This design comes from an exercise in tuning for small area on the open sky130 flow, not from production work. Function was checked by simulation only, so behaviour that the tests miss may differ from the original. The flow treats the clock pin as an ideal source, which a real chip does not have. Power and IR drop assume default switching activity.

$ cat flow/config.mk
export PLATFORM = sky130hd
export DESIGN_NAME = hayward_rx
export DESIGN_NICKNAME = hayward_rx
export VERILOG_FILES = /design/flow/design.v
export SDC_FILE = /design/flow/constraint.sdc
export NUM_CORES = 4
export LEC_CHECK = 0
export CAP_MARGIN = 20
export CORE_MARGIN = 2
export CORE_UTILIZATION = 40
export SLEW_MARGIN = 20
$ cat flow/constraint.sdc
create_clock -name core_clock -period 10.0 [get_ports {clk}]
set_input_delay 2.0000 -clock core_clock [delete_from_list [all_inputs] [get_ports {clk}]]
set_output_delay 2.0000 -clock core_clock [all_outputs]
set_load 0.01 [all_outputs]
$ cat flow/design.v
module hrx_capture (
    input  wire        clk,
    input  wire        rst,
    input  wire        line_in,
    input  wire        tick,
    output wire        rec_valid,    
    output wire        rec_lo_bit,   
    output wire [6:0]  dq,           
    output wire        dr_zero,      
    output wire        lo_bit,       
    output wire        edge_seen     
);
    reg        line_q;
    reg [8:0]  r;
    reg [6:0]  q;
    reg        pend_lo_bit;
    wire       inc  = tick && !(&q);
    wire       wrap = inc && (r == 9'd399);
    wire [8:0] dr   = wrap ? 9'd0 : r + {8'd0, inc};
    assign     dq   = q + {6'd0, wrap};
    assign dr_zero  = (dr == 9'd0);
    assign lo_bit = (dq >= 7'd1) && ((dq <= 7'd3) || (dq == 7'd4 && dr_zero));
    assign edge_seen  = (line_in != line_q);
    assign rec_valid  = edge_seen && !line_in;
    assign rec_lo_bit = pend_lo_bit;
    always @(posedge clk) begin
        if (rst) begin
            line_q     <= 1'b1;
            r          <= 9'd0;
            q          <= 7'd64;
        end else begin
            line_q <= line_in;
            r      <= edge_seen ? 9'd0 : dr;
            q      <= edge_seen ? 7'd0 : dq;
        end
        if (edge_seen && line_in)
            pend_lo_bit <= lo_bit;
    end
endmodule
module hrx_classify (
    input  wire        lo_bit,
    input  wire [6:0]  dq,
    input  wire        dr_zero,
    input  wire        hi_short,
    output wire        s_idle,
    output wire        s_pre,
    output wire        s_bit1,
    output wire        s_bit0,
    output wire        s_inv
);
    wire hi_long = (dq >= 7'd6) && ((dq <= 7'd8) || (dq == 7'd9 && dr_zero));
    assign s_idle = (dq >= 7'd125);
    assign s_pre  = (dq >= 7'd11) && ((dq <= 7'd13) || (dq == 7'd14 && dr_zero));
    assign s_bit1 = lo_bit && hi_long;
    assign s_bit0 = lo_bit && hi_short;
    assign s_inv  = !(s_idle || s_pre || s_bit1 || s_bit0);
endmodule
module hrx_framer (
    input  wire        clk,
    input  wire        rst,
    input  wire        sym_valid,
    input  wire        s_idle,
    input  wire        s_pre,
    input  wire        s_bit1,
    input  wire        s_bit0,
    input  wire        s_inv,
    input  wire        idle_timeout,
    output wire        frame_valid,
    output wire [95:0] frame_data,
    output wire        frame_long,
    output wire        frame_heater,
    output wire        diag_valid,
    output wire [3:0]  diag_code,
    output wire [3:0]  diag_trig,
    output wire [3:0]  diag_len
);
    localparam [2:0] TRIG_PREAMBLE   = 3'd1;
    localparam [2:0] TRIG_IDLE       = 3'd2;
    localparam [2:0] TRIG_SYNTH_IDLE = 3'd3;
    localparam [1:0] ST_IDLE = 2'd0;    
    localparam [1:0] ST_P1   = 2'd1;    
    localparam [1:0] ST_W2   = 2'd2;    
    localparam [1:0] ST_P2   = 2'd3;    
    reg        fr_started;
    reg        fr_fresh;      
    reg [2:0]  fr_bidx;       
    reg [3:0]  fr_len;
    reg        pw;            
    reg        pbit;
    reg [11:0] ch [0:7];      
    reg [3:0]  q;
    reg [1:0]  st;
    reg [7:0]  acc;
    reg        ev;            
    reg [2:0]  dkind;
    wire dk_z = !(dkind[1] || dkind[0]);
    assign diag_code = {1'b0, dk_z && dkind[2], dkind[2] ^ dk_z, !dkind[2]};
    assign diag_trig = {1'b0, dk_z, dkind[1], dkind[0] || (dk_z && dkind[2])};
    wire len12   = !fr_fresh && (fr_len == 4'd12);
    wire len9    = !fr_fresh && (fr_len == 4'd9);
    wire len_ok  = len9 || len12;
    wire pre_ev  = sym_valid && s_pre;
    wire bit_ev  = sym_valid && fr_started && (s_bit0 || s_bit1);
    wire ovl_ev  = bit_ev && len12 && (fr_bidx == 3'd7);
    wire       pend_byte = pw && (fr_bidx == 3'd7);
    wire [3:0] len_inc   = fr_len + 4'd1;
    wire [3:0] eff_len   = pend_byte ? len_inc : fr_len;
    wire inv_ev  = sym_valid && fr_started && s_inv && !fr_fresh &&
                   (eff_len >= 4'd9);
    assign diag_len = eff_len;
    reg       do_end;
    reg [2:0] end_trig;
    always @(*) begin
        do_end   = 1'b0;
        end_trig = TRIG_PREAMBLE;
        if (sym_valid) begin
            if (fr_started && s_pre) begin
                do_end   = 1'b1;
                end_trig = TRIG_PREAMBLE;
            end else if (fr_started && s_idle) begin
                do_end   = 1'b1;
                end_trig = TRIG_IDLE;
            end
        end else if (idle_timeout && fr_started) begin
            do_end   = 1'b1;
            end_trig = TRIG_SYNTH_IDLE;
        end
    end
    wire commit  = pw && (q == fr_len);
    wire commit_byte = commit && (fr_bidx == 3'd7);
    wire p1   = (st == ST_P1);
    wire p2   = (st == ST_P2);
    wire q11  = (q == 4'd11);
    wire L12  = fr_len[2];       
    wire chk_pos = L12 ? (q == 4'd11) : (q == 4'd8);
    wire add_pos = L12 ? (q <= 4'd10) : (q >= 4'd1 && q <= 4'd7);
    wire is_ctrl   = (acc == 8'd0);
    wire is_heater = (acc == (L12 ? 8'hF6 : 8'hFA));
    wire keep      = L12 || (q <= 4'd8);
    wire hx = p1 ? (chk_pos || (L12 && q == 4'd8))
                 : (p2 && (is_heater ^ chk_pos));
    wire kx = !(p2 && !keep);
    wire acc_en = p1 && (add_pos || chk_pos);
    wire [7:0] bottom;
    wire [7:0] fb;
    genvar g;
    generate
        for (g = 0; g < 8; g = g + 1) begin : g_bot
            assign bottom[g] = ch[g][0];
            assign fb[g]     = (bottom[g] ^ hx) && kx;
        end
    endgenerate
    integer j;
    always @(posedge clk) begin
        for (j = 0; j < 8; j = j + 1) begin
            if (commit && fr_bidx == j)
                ch[j] <= {pbit, ch[j][11:1]};
            else
                ch[j] <= {fb[j], ch[j][11:1]};
        end
    end
    always @(posedge clk) begin
        if (rst) begin
            fr_started  <= 1'b0;
            pw          <= 1'b0;
            q           <= 4'd0;
            st          <= ST_IDLE;
            ev          <= 1'b0;
        end else begin
            ev <= 1'b0;
            q  <= q11 ? 4'd0 : q + 4'd1;
            if (p1 && chk_pos)
                st <= ST_IDLE;
            if (q11) begin
                if (st == ST_W2)
                    st <= ST_P2;
                if (p2) begin
                    st <= ST_IDLE;
                    ev <= 1'b1;
                end
            end
            if (commit_byte && (fr_len == 4'd8 || fr_len == 4'd11))
                st <= ST_P1;
            if (commit)
                pw <= 1'b0;
            if (do_end) begin
                fr_started <= 1'b0;
                if (len_ok)
                    st <= ST_W2;
                else
                    ev <= 1'b1;
            end
            if (pre_ev)
                fr_started <= 1'b1;
            if (bit_ev && !len12)
                pw <= 1'b1;
            if (ovl_ev || inv_ev) begin
                ev         <= 1'b1;
                fr_started <= 1'b0;
            end
        end
        if (bit_ev && !len12)
            pbit <= s_bit1;
        if (pre_ev)
            fr_fresh <= 1'b1;
        if (bit_ev)
            fr_fresh <= 1'b0;
        if ((bit_ev || do_end) && fr_fresh) begin
            fr_bidx <= 3'd0;
            fr_len  <= 4'd0;
        end else if (commit || (bit_ev && len12)) begin
            fr_bidx <= fr_bidx + 3'd1;
            if (commit_byte)
                fr_len <= len_inc;
        end
        if (do_end)
            dkind <= {len_ok, end_trig[1:0]};
        else if (ovl_ev)
            dkind <= 3'b000;
        else if (inv_ev)
            dkind <= 3'b100;
        if (commit_byte)
            acc <= 8'd0;
        else
            acc <= acc + (fb & {8{acc_en}}) + {7'd0, acc_en && chk_pos};
    end
    generate
        for (g = 0; g < 96; g = g + 1) begin : g_out
            assign frame_data[g] = ch[g % 8][g / 8];
        end
    endgenerate
    wire frame_ev = dkind[2] && !dk_z && (is_ctrl || is_heater);
    assign frame_valid  = ev && frame_ev;
    assign diag_valid   = ev && !frame_ev;
    assign frame_long   = L12;
    assign frame_heater = !is_ctrl;
endmodule
module hayward_rx (
    input  wire        clk,
    input  wire        rst,           
    input  wire        line_in,       
    input  wire        tick,          
    output wire        frame_valid,
    output wire [95:0] frame_data,    
    output wire        frame_long,    
    output wire        frame_heater,  
    output wire        diag_valid,
    output wire [3:0]  diag_code,
    output wire [3:0]  diag_trig,
    output wire [3:0]  diag_len
);
    wire        rec_valid;
    wire        rec_lo_bit;
    wire [6:0]  dq;
    wire        dr_zero;
    wire        short_win;
    wire        edge_seen;
    hrx_capture u_capture (
        .clk        (clk),
        .rst        (rst),
        .line_in    (line_in),
        .tick       (tick),
        .rec_valid  (rec_valid),
        .rec_lo_bit (rec_lo_bit),
        .dq         (dq),
        .dr_zero    (dr_zero),
        .lo_bit     (short_win),
        .edge_seen  (edge_seen)
    );
    wire s_idle, s_pre, s_bit1, s_bit0, s_inv;
    hrx_classify u_classify (
        .lo_bit   (rec_lo_bit),
        .dq       (dq),
        .dr_zero  (dr_zero),
        .hi_short (short_win),
        .s_idle   (s_idle),
        .s_pre    (s_pre),
        .s_bit1   (s_bit1),
        .s_bit0   (s_bit0),
        .s_inv    (s_inv)
    );
    wire idle_timeout = !edge_seen && s_idle;
    hrx_framer u_framer (
        .clk          (clk),
        .rst          (rst),
        .sym_valid    (rec_valid),
        .s_idle       (s_idle),
        .s_pre        (s_pre),
        .s_bit1       (s_bit1),
        .s_bit0       (s_bit0),
        .s_inv        (s_inv),
        .idle_timeout (idle_timeout),
        .frame_valid  (frame_valid),
        .frame_data   (frame_data),
        .frame_long   (frame_long),
        .frame_heater (frame_heater),
        .diag_valid   (diag_valid),
        .diag_code    (diag_code),
        .diag_trig    (diag_trig),
        .diag_len     (diag_len)
    );
endmodule
$ cat flow/flow/run.sh
#!/bin/bash
# The standard ORFS layout (the standard.sh) with these changes:
#  - synthesis maps the logic with an area-oriented ABC script (synth.tcl,
#    area.script) and leaves adders to ABC instead of the adder map; the
#    registers are the standard synthesis's;
#  - ports are buffered with the smallest buffer, sky130_fd_sc_hd__buf_1;
#  - the clock tree is built without dummy loads, and clock buffers are
#    downsized where the clock slew allows (post_cts.tcl);
#  - power recovery downsizes cells on paths with positive slack.
# Each tool's full output is in orfs/logs/ (one log per step); make's own
# output is in standard.log.
set -euo pipefail
F=$PWD/flow
export FLOW_ABC_SCRIPT=$F/area.script
bash standard.sh \
  "SYNTH_SCRIPT=$F/synth.tcl" \
  "ADDER_MAP_FILE=" \
  "BUFFER_PORTS_ARGS=-buffer_cell sky130_fd_sc_hd__buf_1" \
  "CTS_ARGS=-sink_clustering_enable -repair_clock_nets -dont_use_dummy_load -buf_list {sky130_fd_sc_hd__clkbuf_4 sky130_fd_sc_hd__clkbuf_8}" \
  "POST_CTS_TCL=$F/post_cts.tcl" \
  "RECOVER_POWER=100" \
  finish > standard.log 2>&1
$ cat flow/flow/area.script
strash
&get -n
&fraig -x
&put
scorr
dc2
strash
&get -n
&deepsyn -T 30
&dch -f
&nf -R 1000 -p -E 100
&put
$ cat flow/flow/post_cts.tcl
proc max_ff_clk_slew {} {
  set m 0
  foreach pin [get_pins -hierarchical */CLK] {
    set s [get_property $pin slew_max]
    if {$s > $m} { set m $s }
  }
  return $m
}
set_propagated_clock [all_clocks]
estimate_parasitics -placement
puts "post_cts: max flip-flop clock slew [max_ff_clk_slew]"
foreach {from to} {sky130_fd_sc_hd__clkbuf_8 sky130_fd_sc_hd__clkbuf_4} {
  foreach inst [get_cells -filter "ref_name == $from" *] {
    replace_cell $inst $to
    estimate_parasitics -placement
    set m [max_ff_clk_slew]
    if {$m > 0.105} {
      replace_cell $inst $from
      estimate_parasitics -placement
    } else {
      puts "post_cts: [get_full_name $inst] -> $to (max slew $m)"
    }
  }
}
puts "post_cts: max flip-flop clock slew [max_ff_clk_slew]"
detailed_placement
$ cat flow/flow/synth.tcl
# The standard flow's synthesis script (synth_recipe.tcl) with one change: ABC maps the
# logic with the area-oriented script in area.script instead of ORFS's
# speed script. Everything before ABC, flip-flop mapping included, is the
# standard synthesis, so the registers keep their names and cell types.
proc synth {args} { yosys synth -nofsm -noshare {*}$args }
proc abc {args} {
  set i [lsearch -exact $args -script]
  if {$i >= 0} { set args [lreplace $args $i [expr {$i + 1}] -script $::env(FLOW_ABC_SCRIPT)] }
  yosys abc {*}$args
}
source $::env(SCRIPTS_DIR)/synth.tcl
# left out here: clear keep_hierarchy, flatten, clean up, hide names made inside functions, write 1_2_yosys.v
$ cat flow/standard.sh
#!/bin/bash
# synth_recipe.tcl (not shown) runs the flow's synth.tcl, then flattens the netlist and writes it again
# the make line also repeats each setting of config.mk as NAME=value (left out here)
make -C /OpenROAD-flow-scripts/flow DESIGN_CONFIG=/design/flow/config.mk WORK_HOME=/design/flow/orfs CLKGATE_MAP_FILE= SYNTH_SCRIPT=/design/flow/synth_recipe.tcl "${@:-finish}"
==> results of run 1 <==
==> layout make-up <==
class,count,area (µm²)
clock buffers,17,134
fillers,1107,5980
inverters,7,26.3
multi-input cells,277,1610
flip-flops and latches,143,2910
well taps,143,179
repair buffers,114,432
==> worst max-delay path by stage <==
stage / startpoint / to / slack (ps) / cells past startpoint
after floorplan: tick / u_framer.dkind[0] / 5090 / 16
after detailed placement: tick / u_framer.fr_bidx[1] / 4580 / 14
final: tick / u_framer.fr_bidx[0] / 5080 / 14
after global placement: tick / u_framer.dkind[0] / 4760 / 17
after global routing: u_framer.fr_len[2] / u_framer.acc[7] / 4510 / 20
==> layout by cell type (no fill, tap or decap), types with 2 or more instances in the layout <==
cell,count
dfxtp_1,138
o211ai_1,3
clkinv_1,7
or2_0,4
nor2_1,37
a21o_1,3
or3_1,4
nor4_1,5
nor2b_1,13
and3_1,12
xnor2_1,10
a31oi_1,4
conb_1,2
nand3_1,10
edfxtp_1,5
buf_1,112
mux2_1,9
o21ai_0,16
o21a_1,3
o2111ai_1,2
a21oi_1,24
nand2_1,34
xor2_1,6
nor3b_1,6
clkbuf_4,16
nand4_1,3
nand2b_1,11
a2111oi_0,3
and2_0,11
nand3b_1,3
nor3_1,27
==> kinds of logic (layout without fill, tap and decap cells) <==
| kind of cell | count (synthesis) | in the layout | synth area share |
|---|---|---|---|
| AOI/OAI and AO/OA | 67 | 67 | 0.0896 |
| xor gates and xnor gates | 16 | 16 | 0.0307 |
| buffers and inverters | 11 | 138 | 0.0123 |
| DFF | 143 | 143 | 0.638 |
| muxes | 10 | 10 | 0.0244 |
| other | 1 | 2 | 0.000822 |
| and+or+nand+nor | 182 | 182 | 0.204 |
==> state kept, by name, summed over array words and instances (netlist names) <==
register	cells
u_capture.line_q	1
u_capture.pend_lo_bit	1
u_capture.q	7
u_capture.r	9
u_framer.acc	8
u_framer.ch	96
u_framer.dkind	3
u_framer.ev	1
u_framer.fr_bidx	3
u_framer.fr_fresh	1
u_framer.fr_len	4
u_framer.fr_started	1
u_framer.pbit	1
u_framer.pw	1
u_framer.q	4
u_framer.st	2
==> worst reg2reg max path, stage by stage, from the launching register on <==
cell and delay, ps:
dfxtp_1 700, nor2b_1 90, a2111oi_0 730, o211ai_1 220, nand2_1 110, nand2_1 210, a21o_1 320, o21ai_0 220
nand2_1 90, nor2_1 140, a21oi_1 90, a21oi_1 220, nor3_1 100, nor3_1 250, a31oi_1 80, nor2_1 180
a31oi_1 90, nor2b_1 190, o21ai_0 300, a21oi_1 140, a311oi_1 240
==> metrics by stage <==
step | utilization | area [µm²] | power, µW | hold WS, ps
final | 0.469 | 5290 | 896 | 325
after floorplan | - | 4570 | 656 | 382
after global placement | 0.457 | 5150 | 668 | 331
after global routing | 0.469 | 5290 | 948 | 322
after detailed placement | 0.457 | 5150 | 670 | 334
==> layer usage <==
metal / vias up / wire (µm) / GRT usage
li1: 1749 / - / -
met4: 0 / 138 / 0.0667
met3: 9 / 612 / 0.0552
met2: 105 / 4150 / 0.240
met5: - / 0 / 0
met1: 1538 / 4270 / 0.204
==> power breakdown <==
part	internal [µW]	total (µW)	leakage (µW)	switching, µW
clock	82.1	238	0.0000808	156
combinational	23.4	53.8	0.000670	30.4
sequential	588	604	0.00116	16.6
total	693	896	0.00191	203
==> flow_metrics.env, run 1 <==
export IMPL_run_status="no timing/DRC/antenna violations"
export IMPL_synth_edf_count=5
export IMPL_num_vias=3401
export IMPL_yosys_top_cells_area="dfxtp_1, edfxtp_1, nor2_1, nor3_1, nand2_1"
export IMPL_overflow=0
export IMPL_synth_most_common_cell="dfxtp_1"
export IMPL_timing_fmax_mhz=203
export IMPL_grt_pass1_wl_um=15400
export IMPL_dpl_worst_slack_ps=4580
export IMPL_ys_seq_area_frac=0.638
export IMPL_drtPass1Iterations=4
export IMPL_leakagePower_uw=0.00191
export IMPL_critPathLaunchType="primary input"
export IMPL_hpwl_um=6840
export IMPL_clkLatencyLatePin_ps=490
export IMPL_relSlewSlack=0.371
export IMPL_worstReg2RegEnd="u_framer.acc[7]"
export IMPL_path_buf_inv=1
export IMPL_cp_common_cell="and3_1"
export IMPL_setup_viol=0
export IMPL_synth_warnings=3
export IMPL_crit_family="compound AO/OA/AOI/OAI gates"
export IMPL_dp_cells=684
export IMPL_ys_types=41
export IMPL_fin_tns_setup_ps=0
export IMPL_vias_per_cell=4.85
export IMPL_p_per_area_nw_per_um2=169
export IMPL_cts_tree="built"
export IMPL_finalCritPeriodShare=0.492
export IMPL_clk_pin_slew_ps=90
export IMPL_crit_arrival_ps=5240
export IMPL_start_util=0.405
export IMPL_hold_violations=0
export IMPL_final_cells=701
export IMPL_holdPathStages=0
export IMPL_netlist_area_um2=4560
export IMPL_antenna_found_initial=0
export IMPL_rrSetupSlack_ps=5220
export IMPL_io_pins=116
export IMPL_grt_max_degree=17
export IMPL_crit_type="in2reg"
export IMPL_clock_sinks=143
export IMPL_syn_avg_cell_area_um2=10.6
export IMPL_tightest_slew_ps=919
export IMPL_synthFlopType="dfxtp_1"
export IMPL_drc=0
export IMPL_async_reset_ff_frac=0
export IMPL_rsz0062_at_grt="false"
export IMPL_antenna_cells=0
export IMPL_slew_viol_final=0
export IMPL_ant_nets=0
export IMPL_min_from="u_framer.ch[1][9]"
export IMPL_maxCapViolCount=0
export IMPL_synth_common_cells="dfxtp_1, nor2_1, nand2_1"
export IMPL_fin_ws_ps=5080
export IMPL_r2r_start="u_framer.fr_len[2]"
export IMPL_drtIter0Drc=160
export IMPL_whs_endpoint="u_framer.ch[1][8]"
export IMPL_hold_class="reg2reg"
export IMPL_vdd_drop_max_mv=0.104
export IMPL_skew_ps=26.0
export IMPL_avgRoutedWirePerCell_um=13.1
export IMPL_grt_use_total=0.158
export IMPL_fp_dieH_um=111
export IMPL_synth_top_cell_area_share=0.605
export IMPL_netlist_instances=430
export IMPL_cp_max_fo=7
export IMPL_coreArea_um2=11300
export IMPL_end_kind="flip-flop"
export IMPL_slowest_delay_ps=720
export IMPL_grt_pass1_vias=3179
export IMPL_synth_largest_area_cell="dfxtp_1"
export IMPL_crit_chain="buf_1, o21a_1, and3_1, and3_1, nor2b_1, and2_0, and3_1, or2_0, a211o_1, a211oi_1, a21o_1, nand3_1, a21boi_0, nor3_1"
export IMPL_fp_dieArea_um2=12300
export IMPL_dieWidth_um=111
export IMPL_finalCriticalPeriod_ps=4920
export IMPL_synth_seq_cells=143
export IMPL_layout_drive_gt1_share=0.0341
export IMPL_required_ps=10320
export IMPL_area_delta_synth_final_pct=15.9
export IMPL_wirelength_um=9170
export IMPL_port_buffers=113
export IMPL_ff2ff_path_depth=20
export IMPL_gp_congestion=0.801
export IMPL_rows=39
export IMPL_cpMaxStageDelayCell="a21boi_0"
export IMPL_fin_nets=564
==> inputs of run 2 (changes only) <==
==> flow/flow/area.script (replaced) <==
strash
&get -n
&fraig -x
&put
scorr
dc2
strash
&get -n
&deepsyn -T 30
&put
dch -f
amap -m
==> flow_metrics.env, run 2 <==
export IMPL_grt_max_degree=17
export IMPL_synth_most_common_cell="dfxtp_1"
export IMPL_synth_largest_area_cell="dfxtp_1"
export IMPL_crit_arrival_ps=5360
export IMPL_synthFlopType="dfxtp_1"
export IMPL_p_per_area_nw_per_um2=177
export IMPL_hold_class="reg2reg"
export IMPL_layout_cells_most_common="dfxtp_1"
export IMPL_ys_seq_area_frac=0.650
export IMPL_start_util=0.412
export IMPL_rows=38
export IMPL_dieWidth_um=110
export IMPL_layout_drive_gt1_share=0.0286
export IMPL_ys_types=38
export IMPL_wl_met1_um=4520
export IMPL_wl_met3_um=671
export IMPL_crit_type="reg2reg"
export IMPL_utilization=0.479
export IMPL_maxCapViolCount=0
export IMPL_run_status="no timing/DRC/antenna violations"
export IMPL_overflow=0
export IMPL_crit_family="compound AO/OA/AOI/OAI gates"
export IMPL_hpwl_um=7070
export IMPL_drc=0
export IMPL_vias_per_cell=4.87
export IMPL_netlist_area_um2=4480
export IMPL_clk_pin_slew_ps=100
export IMPL_synth_warnings=3
export IMPL_power_frac_comb=0.062
export IMPL_ant_nets=0
export IMPL_tightest_slew_ps=853
export IMPL_reg_largest_list="u_framer.ch: 96 flops, u_capture.r: 9 flops, u_framer.acc: 8 flops"
export IMPL_num_vias=3577
export IMPL_skew_ps=29.8
export IMPL_timing_fmax_mhz=204
export IMPL_grt_pass1_wl_um=14800
export IMPL_area_delta_synth_final_pct=16.4
export IMPL_rsz0062_at_grt="false"
export IMPL_io_pins=116
export IMPL_drtIter0Drc=154
export IMPL_cpMaxStageDelayCell="dfxtp_1"
export IMPL_coreArea_um2=10900
export IMPL_slew_viol_final=0
export IMPL_largest_reg_flops=96
export IMPL_hold_violations=0
export IMPL_finalCritPeriodShare=0.490
export IMPL_slowest_delay_ps=450
export IMPL_end_kind="flip-flop"
export IMPL_cp_max_fo=9
export IMPL_top_register="u_framer.ch"
export IMPL_yosys_top_cells_area="dfxtp_1, nor2_1, a21oi_1, nor3_1, edfxtp_1"
export IMPL_layout_common_cells="dfxtp_1, buf_1, nor2_1"
export IMPL_cp_common_cell="o21ai_0"
export IMPL_port_buffers=113
export IMPL_synth_common_cells="dfxtp_1, nor2_1, clkinv_1, nand2_1"
export IMPL_switching_power_uw=214
export IMPL_clkLatencyLatePin_ps=520
export IMPL_fp_dieH_um=110
export IMPL_nFillCells=1057
export IMPL_relSlewSlack=0.423
export IMPL_leakagePower_uw=0.00186
export IMPL_cts_tree="built"
export IMPL_synth_top_cell_area_share=0.616
export IMPL_required_ps=10460
export IMPL_clock_sinks=143
export IMPL_gp_congestion=0.853
export IMPL_fin_nets=600
export IMPL_setup_viol=0
export IMPL_fin_total_pwr_uw=922
export IMPL_antenna_found_initial=0
export IMPL_synth_edf_count=5
export IMPL_wirelength_um=9340
export IMPL_avgRoutedWirePerCell_um=12.7
export IMPL_netlist_instances=465
export IMPL_internal_power_uw=708
export IMPL_dr_wl_met2_um=4010
export IMPL_fin_tns_setup_ps=0
export IMPL_async_reset_ff_frac=0
export IMPL_syn_avg_cell_area_um2=9.64
export IMPL_drtPass1Iterations=6
export IMPL_fp_dieArea_um2=12100
export IMPL_clkPwrFrac=0.281
export IMPL_finalCriticalPeriod_ps=4900
export IMPL_synth_seq_cells=143
export IMPL_path_buf_inv=3
export IMPL_grt_pass1_vias=3221
export IMPL_critPathLaunchType="flip-flop"
export IMPL_antenna_cells=0
export IMPL_holdWs_ps=324
export IMPL_grt_use_total=0.163
export IMPL_top_layer="met4"
export IMPL_seq_power_share=0.657
export IMPL_vdd_drop_max_mv=0.138
export IMPL_switching_share=0.232
## run 2: changes by cell type after synthesis, sizes merged, moves of 5 or more
cell,change
clkinv,+30
mux2,-9
xnor2,-10
nor2b,-8
and3,-11
nand2b,-9
a21oi,+7
o21ai,+13
nor2,+48
a211oi,+9
and2,-9
xor2,-6
nor3b,-5
## run 2: routing by layer
metal	vias up	global-route usage
li1	1838	-
met1	1623	0.201
met2	106	0.252
met3	10	0.0670
met4	0	0.0669
met5	-	0
## run 2: power groups by stage
stage,sequential [µW],clock (µW),combinational [µW]
floorplan,615,0,47.7
global placement,618,0,55.8
detailed placement,619,0,57.8
global route,609,297,70.2
finish,606,259,57.5
## run 2: layout make-up
| class | count | area (µm²) | share of cell area |
|---|---|---|---|
| timing repair buffer | 115 | 432 | 0.0828 |
| multi-input combinational | 282 | 1400 | 0.269 |
| clock buffer | 17 | 153 | 0.0293 |
| inverter | 37 | 139 | 0.0266 |
| sequential | 143 | 2910 | 0.559 |
| tap | 140 | 175 | 0.0336 |
## run 2: kinds of logic after synthesis
family                 after synthesis  share of synthesized area
AOI/OAI and AO/OA                   97                      0.133
buffers and inverters               41                     0.0377
DFF                                143                      0.650
other                                1                   0.000837
and+or+nand+nor                    183                      0.179
## run 2: through the flow
stage               std cells  worst slack [ps]  area (µm²)
floorplan                 466              5380        4490
finish                    734              5100        5220
global placement          717              5020        5070
global route              734              4250        5220
detailed placement        717              4810        5070
## run 2: final timing paths
kind / startpoint / end / slack [ps] / cells past startpoint
setup / recovery: u_framer.fr_len[2] / u_framer.acc[7] / 5100 / 25
hold / removal: u_framer.ch[7][1] / u_framer.ch[7][0] / 320 / 0
setup reg to reg: u_framer.fr_len[2] / u_framer.acc[7] / 5100 / 25
hold reg to reg: u_framer.ch[7][1] / u_framer.ch[7][0] / 320 / 0
==> inputs of run 3 (changes only) <==
--- a/flow/config.mk
+++ b/flow/config.mk
@@ -9,3 +9,4 @@
 export CORE_MARGIN = 2
-export CORE_UTILIZATION = 40
+export CORE_UTILIZATION = 55
+export PLACE_DENSITY = 0.8
 export SLEW_MARGIN = 20
==> flow_metrics.env, run 3 <==
export IMPL_hpwl_um=7210
export IMPL_async_reset_ff_frac=0
export IMPL_fin_area_um2=5170
export IMPL_rows=32
export IMPL_synth_common_cells="dfxtp_1, nor2_1, clkinv_1, nand2_1"
export IMPL_crit_arrival_ps=5710
export IMPL_skew_ps=33.8
export IMPL_ys_types=38
export IMPL_multi_input_area_um2=1400
export IMPL_ys_seq_area_frac=0.650
export IMPL_critPathLaunchType="flip-flop"
export IMPL_finalCritPeriodShare=0.528
export IMPL_synth_edf_count=5
export IMPL_area_delta_synth_final_pct=15.4
export IMPL_syn_avg_cell_area_um2=9.64
export IMPL_cts_tree="built"
export IMPL_power_frac_comb=0.064
export IMPL_start_util=0.574
export IMPL_top_register="u_framer.ch"
export IMPL_port_buffers=113
export IMPL_synth_top_cell_area_share=0.616
export IMPL_drtPass1Iterations=4
export IMPL_tightest_slew_ps=907
export IMPL_wirelength_um=9510
export IMPL_ant_nets=0
export IMPL_synth_seq_cells=143
export IMPL_synthFlopType="dfxtp_1"
export IMPL_hold_class="reg2reg"
export IMPL_fp_dieArea_um2=8890
export IMPL_avgRoutedWirePerCell_um=13.7
export IMPL_relSlewSlack=0.379
export IMPL_switching_power_uw=217
export IMPL_leakagePower_uw=0.00186
export IMPL_grt_use_total=0.222
export IMPL_fin_nets=599
export IMPL_maxCapViolCount=0
export IMPL_netlist_area_um2=4480
export IMPL_cp_max_fo=9
export IMPL_switching_share=0.234
export IMPL_synth_warnings=3
export IMPL_largest_reg_flops=96
export IMPL_reg_largest_list="u_framer.ch: 96 flops, u_capture.r: 9 flops, u_framer.acc: 8 flops"
export IMPL_grt_max_degree=17
export IMPL_r2r_start="u_framer.acc[2]"
export IMPL_setup_viol=0
export IMPL_crit_type="reg2reg"
export IMPL_synth_most_common_cell="dfxtp_1"
export IMPL_yosys_top_cells_area="dfxtp_1, nor2_1, a21oi_1, nor3_1, edfxtp_1"
export IMPL_layout_common_cells="dfxtp_1, buf_1, nor2_1"
export IMPL_synth_largest_area_cell="dfxtp_1"
export IMPL_end_kind="flip-flop"
export IMPL_fin_tns_setup_ps=0
export IMPL_p_per_area_nw_per_um2=180
export IMPL_num_vias=3613
export IMPL_coreArea_um2=7810
export IMPL_holdWs_ps=315
export IMPL_finalCriticalPeriod_ps=5280
export IMPL_final_seq_area_um2=2910
export IMPL_drtIter0Drc=129
export IMPL_clkLatencyLatePin_ps=520
export IMPL_grt_pass1_wl_um=15100
export IMPL_vdd_drop_max_mv=0.0963
export IMPL_clock_sinks=143
export IMPL_netlist_instances=465
export IMPL_placed_area_um2=5010
export IMPL_io_pins=116
export IMPL_slew_viol_final=0
export IMPL_dieWidth_um=94.3
export IMPL_seq_power_share=0.653
export IMPL_startpoint="u_framer.acc[2]"
export IMPL_clkPwrFrac=0.283
export IMPL_internal_power_uw=712
export IMPL_drc=0
export IMPL_overflow=0
export IMPL_required_ps=10430
export IMPL_timing_fmax_mhz=189
export IMPL_layout_cells_most_common="dfxtp_1"
export IMPL_gp_congestion=0.916
export IMPL_nFillCells=648
export IMPL_clk_pin_slew_ps=100
export IMPL_rsz0062_at_grt="false"
export IMPL_grt_pass1_vias=3281
export IMPL_fp_dieH_um=94.3
export IMPL_antenna_cells=0
export IMPL_hold_violations=0
export IMPL_antenna_found_initial=0
export IMPL_vias_per_cell=5.20
export IMPL_layout_drive_gt1_share=0.0287
export IMPL_min_from="u_framer.ch[2][8]"
export IMPL_run_status="no timing/DRC/antenna violations"
==> run 3: metal layers <==
layer / global-route usage / routed length (µm) / share of wire
met4: 0.0857 / 163 / 0.017
met5: 0 / 0 / 0
met1: 0.277 / 4230 / 0.45
met3: 0.0738 / 714 / 0.075
met2: 0.358 / 4400 / 0.46
==> run 3: cell type report <==
cell class	count	area share
Clock buffer	17	0.0307
Inverter	37	0.0269
Multi-Input combinational cell	282	0.272
Sequential cell	143	0.563
Tap cell	102	0.0247
Timing Repair Buffer	114	0.0828
==> run 3: power groups by stage <==
stage / Clock (µW) / Combinational, µW / Sequential [µW]
finish: 263 / 59.7 / 607
detailed placement: 0 / 58.7 / 619
floorplan: 0 / 47.7 / 615
global placement: 0 / 54.9 / 618
global route: 297 / 68.2 / 610
==> run 3: stage by stage <==
stage | setup slack (ps) | power, µW | util | std cells
5_1_grt | 3990 | 975 | 0.662 | 695
6_report | 4720 | 930 | 0.662 | 695
2_1_floorplan | 5380 | 663 | - | 466
3_5_place_dp | 4840 | 678 | 0.642 | 678
3_3_place_gp | 5050 | 673 | 0.642 | 678
==> run 3: cells by family after synthesis <==
group                  share of synthesized area
AOI/OAI and AO/OA                          0.133
and+or+nand+nor                            0.179
other                                   0.000837
buffers and inverters                     0.0377
DFF                                        0.650
==> run 3: final timing paths <==
kind,depth (start not counted),slack (ps),to
max,25,4720,u_framer.acc[7]
min,0,320,u_framer.ch[2][7]
max reg2reg,25,4720,u_framer.acc[7]
min reg2reg,0,320,u_framer.ch[2][7]
==> run 3: worst max-delay path, stage by stage, from the launching register on <==
cell	delay, ps
dfxtp_1	410
nor2_1	80
or3b_1	360
a2111oi_0	780
a21boi_0	200
o21ai_0	190
clkbuf_1	380
o21bai_1	390
nor2_1	80
a21oi_1	240
nor2_1	120
a22oi_1	270
nand2_1	120
o21ai_0	130
nand2_1	100
o21ai_0	110
nor2_1	90
a21oi_1	200
nor2_1	100
a21oi_1	170
nand2_1	90
o21ai_0	120
nand2_1	100
o21ai_0	120
o21ai_0	130
a21oi_1	110
==> inputs of run 4 (changes only) <==
--- a/flow/config.mk
+++ b/flow/config.mk
@@ -9,4 +9,3 @@
 export CORE_MARGIN = 2
-export CORE_UTILIZATION = 55
-export PLACE_DENSITY = 0.8
+export CORE_UTILIZATION = 65
 export SLEW_MARGIN = 20
==> flow_metrics.env, run 4 <==
export IMPL_fin_area_um2=5140
export IMPL_finalCritPeriodShare=0.510
export IMPL_synthFlopType="dfxtp_1"
export IMPL_synth_most_common_cell="dfxtp_1"
export IMPL_end_kind="flip-flop"
export IMPL_drc=0
export IMPL_r2r_start="u_framer.acc[3]"
export IMPL_run_status="no timing/DRC/antenna violations"
export IMPL_synth_largest_area_cell="dfxtp_1"
export IMPL_layout_common_cells="dfxtp_1, buf_1, nor2_1"
export IMPL_cts_tree="built"
export IMPL_skew_ps=35.0
export IMPL_ys_types=38
export IMPL_hpwl_um=7060
export IMPL_synth_seq_cells=143
export IMPL_io_pins=116
export IMPL_setup_viol=0
export IMPL_syn_avg_cell_area_um2=9.64
export IMPL_clk_pin_slew_ps=100
export IMPL_rows=30
export IMPL_crit_type="reg2reg"
export IMPL_hold_violations=0
export IMPL_layout_drive_gt1_share=0.0287
export IMPL_start_util=0.667
export IMPL_clock_sinks=143
export IMPL_hold_class="reg2reg"
export IMPL_min_from="u_framer.ch[5][11]"
export IMPL_top_register="u_framer.ch"
export IMPL_antenna_found_initial=0
export IMPL_synth_common_cells="dfxtp_1, nor2_1, clkinv_1, nand2_1"
export IMPL_p_per_area_nw_per_um2=181
export IMPL_reg_largest_list="u_framer.ch: 96 flops, u_capture.r: 9 flops, u_framer.acc: 8 flops"
export IMPL_synth_edf_count=5
export IMPL_wirelength_um=9440
export IMPL_synth_top_cell_area_share=0.616
export IMPL_ant_nets=0
export IMPL_grt_max_degree=17
export IMPL_fin_nets=598
export IMPL_coreArea_um2=6720
export IMPL_layout_cells_most_common="dfxtp_1"
export IMPL_netlist_instances=465
export IMPL_overflow=0
export IMPL_largest_reg_flops=96
export IMPL_placed_area_um2=4980
export IMPL_synth_warnings=3
export IMPL_crit_arrival_ps=5550
export IMPL_leakagePower_uw=0.00186
export IMPL_critPathLaunchType="flip-flop"
export IMPL_clkLatencyLatePin_ps=510
export IMPL_netlist_area_um2=4480
export IMPL_yosys_top_cells_area="dfxtp_1, nor2_1, a21oi_1, nor3_1, edfxtp_1"
export IMPL_gp_congestion=0.896
export IMPL_maxCapViolCount=0
export IMPL_num_vias=3609
export IMPL_finalCriticalPeriod_ps=5100
export IMPL_startpoint="u_framer.acc[3]"
export IMPL_grt_pass1_wl_um=15100
export IMPL_rsz0062_at_grt="false"
export IMPL_fp_dieH_um=87.0
export IMPL_drtIter0Drc=148
export IMPL_relSlewSlack=0.376
export IMPL_vdd_drop_max_mv=0.0798
export IMPL_grt_pass1_vias=3263
export IMPL_utilization=0.765
export IMPL_async_reset_ff_frac=0
export IMPL_avgRoutedWirePerCell_um=14.0
export IMPL_final_cells=672
export IMPL_antenna_cells=0
export IMPL_grt_use_total=0.261
export IMPL_dieWidth_um=87.0
export IMPL_fp_dieArea_um2=7580
export IMPL_dp_cells=655
export IMPL_tightest_slew_ps=926
export IMPL_port_buffers=113
export IMPL_slew_viol_final=0
export IMPL_drtPass1Iterations=5
export IMPL_required_ps=10450
export IMPL_area_delta_synth_final_pct=14.7
export IMPL_cp_max_fo=9
export IMPL_vias_per_cell=5.37
export IMPL_fin_tns_setup_ps=0
export IMPL_timing_fmax_mhz=196
export IMPL_ys_seq_area_frac=0.650
## run 4: cell types whose count changed in the layout (fill, tap and decap cells not counted), sizes merged
cell | previous run | this run
clkbuf | 19 | 18
## run 4: kinds of logic after synthesis
logic type	Yosys count	share of synthesized area
compound gates	97	0.133
buf+inv	41	0.0377
flops	143	0.650
other cells	1	0.000837
simple gates	183	0.179
## run 4: report_power, final
group / switching, µW / total, µW / internal [µW]
Clock: 161 / 260 / 98.6
Combinational: 36.1 / 61.3 / 25.2
Sequential: 18.5 / 607 / 589
## run 4: critical path: stages, from the launching register on
cell	delay, ps
dfxtp_1	390
nor2_1	70
or3b_1	370
a2111oi_0	710
a21boi_0	190
o21ai_0	770
o21bai_1	380
nor2_1	80
a21oi_1	170
nor2_1	110
a22oi_1	220
nand2_1	90
o21ai_0	110
nand2_1	100
o21ai_0	110
nor2_1	90
a21oi_1	160
nor2_1	80
a21oi_1	180
nand2_1	100
o21ai_0	130
nand2_1	110
o21ai_0	110
o21ai_0	110
a21oi_1	110
## run 4: final cells by class
cell class                      count  area, µm²
Fill cell                         486       1580
Multi-Input combinational cell    282       1400
Inverter                           37        139
Sequential cell                   143       2910
Timing Repair Buffer              113        424
Tap cell                           80        100
Clock buffer                       17        159
## run 4: metal layers
metal | routed length, µm | global-route usage | vias up
met2 | 4710 | 0.452 | 114
met5 | 0 | 0 | -
li1 | - | - | 1831
met4 | 110 | 0.0980 | 0
met3 | 528 | 0.0787 | 11
met1 | 4090 | 0.302 | 1653
## run 4: worst paths after layout
check                            end  slack (ps)  depth (start not counted)
hold / removal    u_framer.ch[5][10]         320                          0
setup reg to reg     u_framer.acc[7]        4900                         24
hold reg to reg   u_framer.ch[5][10]         320                          0
setup / recovery     u_framer.acc[7]        4900                         24
## run 4: through the flow
step	setup slack [ps]	total power [µW]	hold WS (ps)
final	4900	928	317
after global routing	4030	968	320
after detailed placement	4710	679	333
after global placement	4810	675	332
after floorplan	5380	663	382
==> inputs of run 5 (changes only) <==
==> flow/flow/area.script (replaced) <==
strash
&get -n
&fraig -x
&put
scorr
dc2
strash
&get -n
&deepsyn -T 30
&dch -f
&nf -R 1000 -p -E 100
&put
--- a/flow/flow/post_cts.tcl
+++ b/flow/flow/post_cts.tcl
@@ -8,2 +8,3 @@
 }
+set limit 0.118
 set_propagated_clock [all_clocks]
@@ -11,3 +12,5 @@
 puts "post_cts: max flip-flop clock slew [max_ff_clk_slew]"
-foreach {from to} {sky130_fd_sc_hd__clkbuf_8 sky130_fd_sc_hd__clkbuf_4} {
+foreach {from to} {sky130_fd_sc_hd__clkbuf_8 sky130_fd_sc_hd__clkbuf_4
+                   sky130_fd_sc_hd__clkbuf_4 sky130_fd_sc_hd__clkbuf_2
+                   sky130_fd_sc_hd__clkbuf_2 sky130_fd_sc_hd__clkbuf_1} {
   foreach inst [get_cells -filter "ref_name == $from" *] {
@@ -16,3 +19,3 @@
     set m [max_ff_clk_slew]
-    if {$m > 0.105} {
+    if {$m > $limit} {
       replace_cell $inst $from
--- a/flow/config.mk
+++ b/flow/config.mk
@@ -9,3 +9,3 @@
 export CORE_MARGIN = 2
-export CORE_UTILIZATION = 65
+export CORE_UTILIZATION = 40
 export SLEW_MARGIN = 20
==> flow_metrics.env, run 5 <==
export IMPL_run_status="no timing/DRC/antenna violations"
export IMPL_hold_class="reg2reg"
export IMPL_fin_nets=564
export IMPL_synth_edf_count=5
export IMPL_rows=39
export IMPL_timing_fmax_mhz=203
export IMPL_clkLatencyLatePin_ps=620
export IMPL_maxCapViolCount=0
export IMPL_utilization=0.469
export IMPL_synth_top_family_by_area="simple AND/OR/NAND/NOR gates"
export IMPL_r2r_start="u_framer.fr_len[2]"
export IMPL_holdPathStages=0
export IMPL_synth_seq_cells=143
export IMPL_synthFlopType="dfxtp_1"
export IMPL_power_frac_comb=0.061
export IMPL_tightest_slew_ps=919
export IMPL_end_kind="output port"
export IMPL_slowest_delay_ps=720
export IMPL_netlist_instances=430
export IMPL_grt_max_degree=17
export IMPL_hpwl_um=6840
export IMPL_yosys_top_cells_area="dfxtp_1, edfxtp_1, nor2_1, nor3_1, nand2_1"
export IMPL_fin_tns_setup_ps=0
export IMPL_grt_pass1_wl_um=15400
export IMPL_fin_area_um2=5280
export IMPL_slew_viol_final=0
export IMPL_io_pins=116
export IMPL_cpMaxStageDelayCell="dfxtp_1"
export IMPL_syn_avg_cell_area_um2=10.6
export IMPL_setup_viol=0
export IMPL_coreArea_um2=11300
export IMPL_vdd_drop_max_mv=0.103
export IMPL_grt_pass1_vias=3179
export IMPL_cts_tree="built"
export IMPL_worstReg2RegEnd="u_framer.acc[7]"
export IMPL_rrSetupSlack_ps=5230
export IMPL_synth_adder_area_share=0
export IMPL_hold_violations=0
export IMPL_crit_arrival_ps=2920
export IMPL_fp_dieArea_um2=12300
export IMPL_min_from="u_framer.ch[1][9]"
export IMPL_placed_area_um2=5150
export IMPL_num_vias=3399
export IMPL_vias_per_cell=4.85
export IMPL_crit_chain="nor2b_1, a2111oi_0, a21oi_1, or3_1, and2_0, buf_1"
export IMPL_clk_pin_slew_ps=110
export IMPL_internal_power_uw=687
export IMPL_overflow=0
export IMPL_crit_type="reg2out"
export IMPL_avgRoutedWirePerCell_um=13.1
export IMPL_port_buffers=113
export IMPL_clock_sinks=143
export IMPL_clkPwrFrac=0.261
export IMPL_synth_simple_area_share=0.204
export IMPL_fin_total_pwr_uw=890
export IMPL_antenna_cells=0
export IMPL_skew_ps=50.2
export IMPL_drtIter0Drc=155
export IMPL_synth_warnings=3
export IMPL_async_reset_ff_frac=0
export IMPL_seq_power_share=0.679
export IMPL_drtPass1Iterations=4
export IMPL_switching_share=0.229
export IMPL_top_register="u_framer.ch"
export IMPL_switching_power_uw=204
export IMPL_netlist_area_um2=4560
export IMPL_finalCriticalPeriod_ps=4920
export IMPL_critPathLaunchType="flip-flop"
export IMPL_area_delta_synth_final_pct=15.7
export IMPL_layout_cells_most_common="dfxtp_1"
export IMPL_synth_top_cell_area_share=0.605
export IMPL_ant_nets=0
export IMPL_cp_max_fo=14
export IMPL_synth_most_common_cell="dfxtp_1"
export IMPL_layout_drive_gt1_share=0.0341
export IMPL_synth_mux_area_frac=0.0244
export IMPL_antenna_found_initial=0
export IMPL_largest_reg_flops=96
export IMPL_leakagePower_uw=0.00191
export IMPL_ff2ff_path_depth=20
export IMPL_drc=0
export IMPL_holdWs_ps=322
export IMPL_synth_common_cells="dfxtp_1, nor2_1, nand2_1"
export IMPL_p_per_area_nw_per_um2=169
export IMPL_synth_largest_area_cell="dfxtp_1"
export IMPL_fp_dieH_um=111
export IMPL_synth_xor_area_frac=0.0307
export IMPL_rsz0062_at_grt="false"
export IMPL_synth_compound_area_share=0.0896
export IMPL_grt_use_total=0.158
export IMPL_start_util=0.405
export IMPL_reg_largest_list="u_framer.ch: 96 flops, u_capture.r: 9 flops, u_framer.acc: 8 flops"
export IMPL_finalCritPeriodShare=0.492
export IMPL_ys_types=41
export IMPL_gp_congestion=0.801
export IMPL_whs_endpoint="u_framer.ch[1][8]"
export IMPL_layout_common_cells="dfxtp_1, buf_1, nor2_1"
export IMPL_dieWidth_um=111
export IMPL_relSlewSlack=0.371
export IMPL_required_ps=8000
export IMPL_wirelength_um=9180
export IMPL_ys_seq_area_frac=0.638
-- run 5: worst max-delay path by stage --
stage,to,startpoint,slack (ps)
global route,u_framer.acc[7],u_framer.fr_len[2],4520
detailed placement,u_framer.fr_bidx[1],tick,4580
finish,diag_valid,u_framer.fr_len[2],5080
global placement,u_framer.dkind[0],tick,4760
floorplan,u_framer.dkind[0],tick,5090
-- run 5: critical path: cells and delay by family, from the launching register on --
family	cells	cell delay, ps
AOI/OAI and AO/OA	2	870
buffers and inverters	1	120
DFF	1	720
and+or+nand+nor	3	620
-- run 5: kinds of logic after synthesis --
logic type | after synthesis
AOI/OAI and AO/OA | 67
xor gates and xnor gates | 16
buffers and inverters | 11
DFF | 143
muxes | 10
other | 1
and+or+nand+nor | 182
-- run 5: area by class of cell --
class / count / area, µm²
Fill cell: 1110 / 5990
Sequential cell: 143 / 2910
Multi-Input combinational cell: 277 / 1610
Timing Repair Buffer: 114 / 432
Tap cell: 143 / 179
Clock buffer: 17 / 126
Inverter: 7 / 26.3
-- run 5: power groups by stage --
stage                     logic [µW]  clock network (µW)  registers, µW
after detailed placement        52.6                   0            618
after floorplan                 41.5                   0            614
final                           53.9                 232            604
after global routing            61.6                 273            608
after global placement          50.8                   0            617
-- run 5: layer usage --
layer	vias up	GRT usage	routed length (µm)
met5	-	0	0
met4	0	0.0667	138
met3	9	0.0552	638
met2	106	0.240	4160
met1	1537	0.204	4240
li1	1747	-	-
-- run 5: through the flow --
step	cells	setup WS [ps]
2_1_floorplan	431	5090
3_3_place_gp	684	4760
6_report	701	5080
3_5_place_dp	684	4580
5_1_grt	701	4520

-- afterwards: timing with drivers on the ports --
How much do the figures lean on ideal ports? The routed layouts below were timed once more, with nothing changed but the port constraints. Step 1 sets driving cells, clkbuf_16 on the clock port and buf_2 on the other inputs (assumed; they add their load-dependent delay and slew). Step 2, shift: input delay + t, output delay - t, t = (earliest + latest rising clock arrival at the registers) / 2. This alone moves slack from input paths to output paths. Slacks: ideal / step 1 / step 2; pairs: ideal / step 1.
run | t (ns) | setup slack, ns | hold WS [ns] | slew at the worst register clock pin (ns) | worst slew at a driven data input, ns
run 1 | 0.502 | 5.075 / 5.085 / 4.583 | 0.325 / 0.325 / 0.325 | 0.10 / 0.10 | 0.03
run 2 | 0.540 | 5.097 / 5.097 / 4.770 | 0.324 / 0.324 / 0.324 | 0.10 / 0.10 | 0.03
run 3 | 0.531 | 4.723 / 4.723 / 4.723 | 0.315 / 0.315 / 0.315 | 0.10 / 0.10 | 0.03
run 4 | 0.528 | 4.897 / 4.897 / 4.617 | 0.317 / 0.317 / 0.317 | 0.10 / 0.10 | 0.03
run 5 | 0.623 | 5.083 / 5.053 / 4.595 | 0.322 / 0.322 / 0.322 | 0.11 / 0.11 | 0.03
After both steps every run listed still meets setup and hold. For run 1, which loses most, drivers alone change the setup slack by +0.010 ns; drivers and shift together by -0.492 ns.
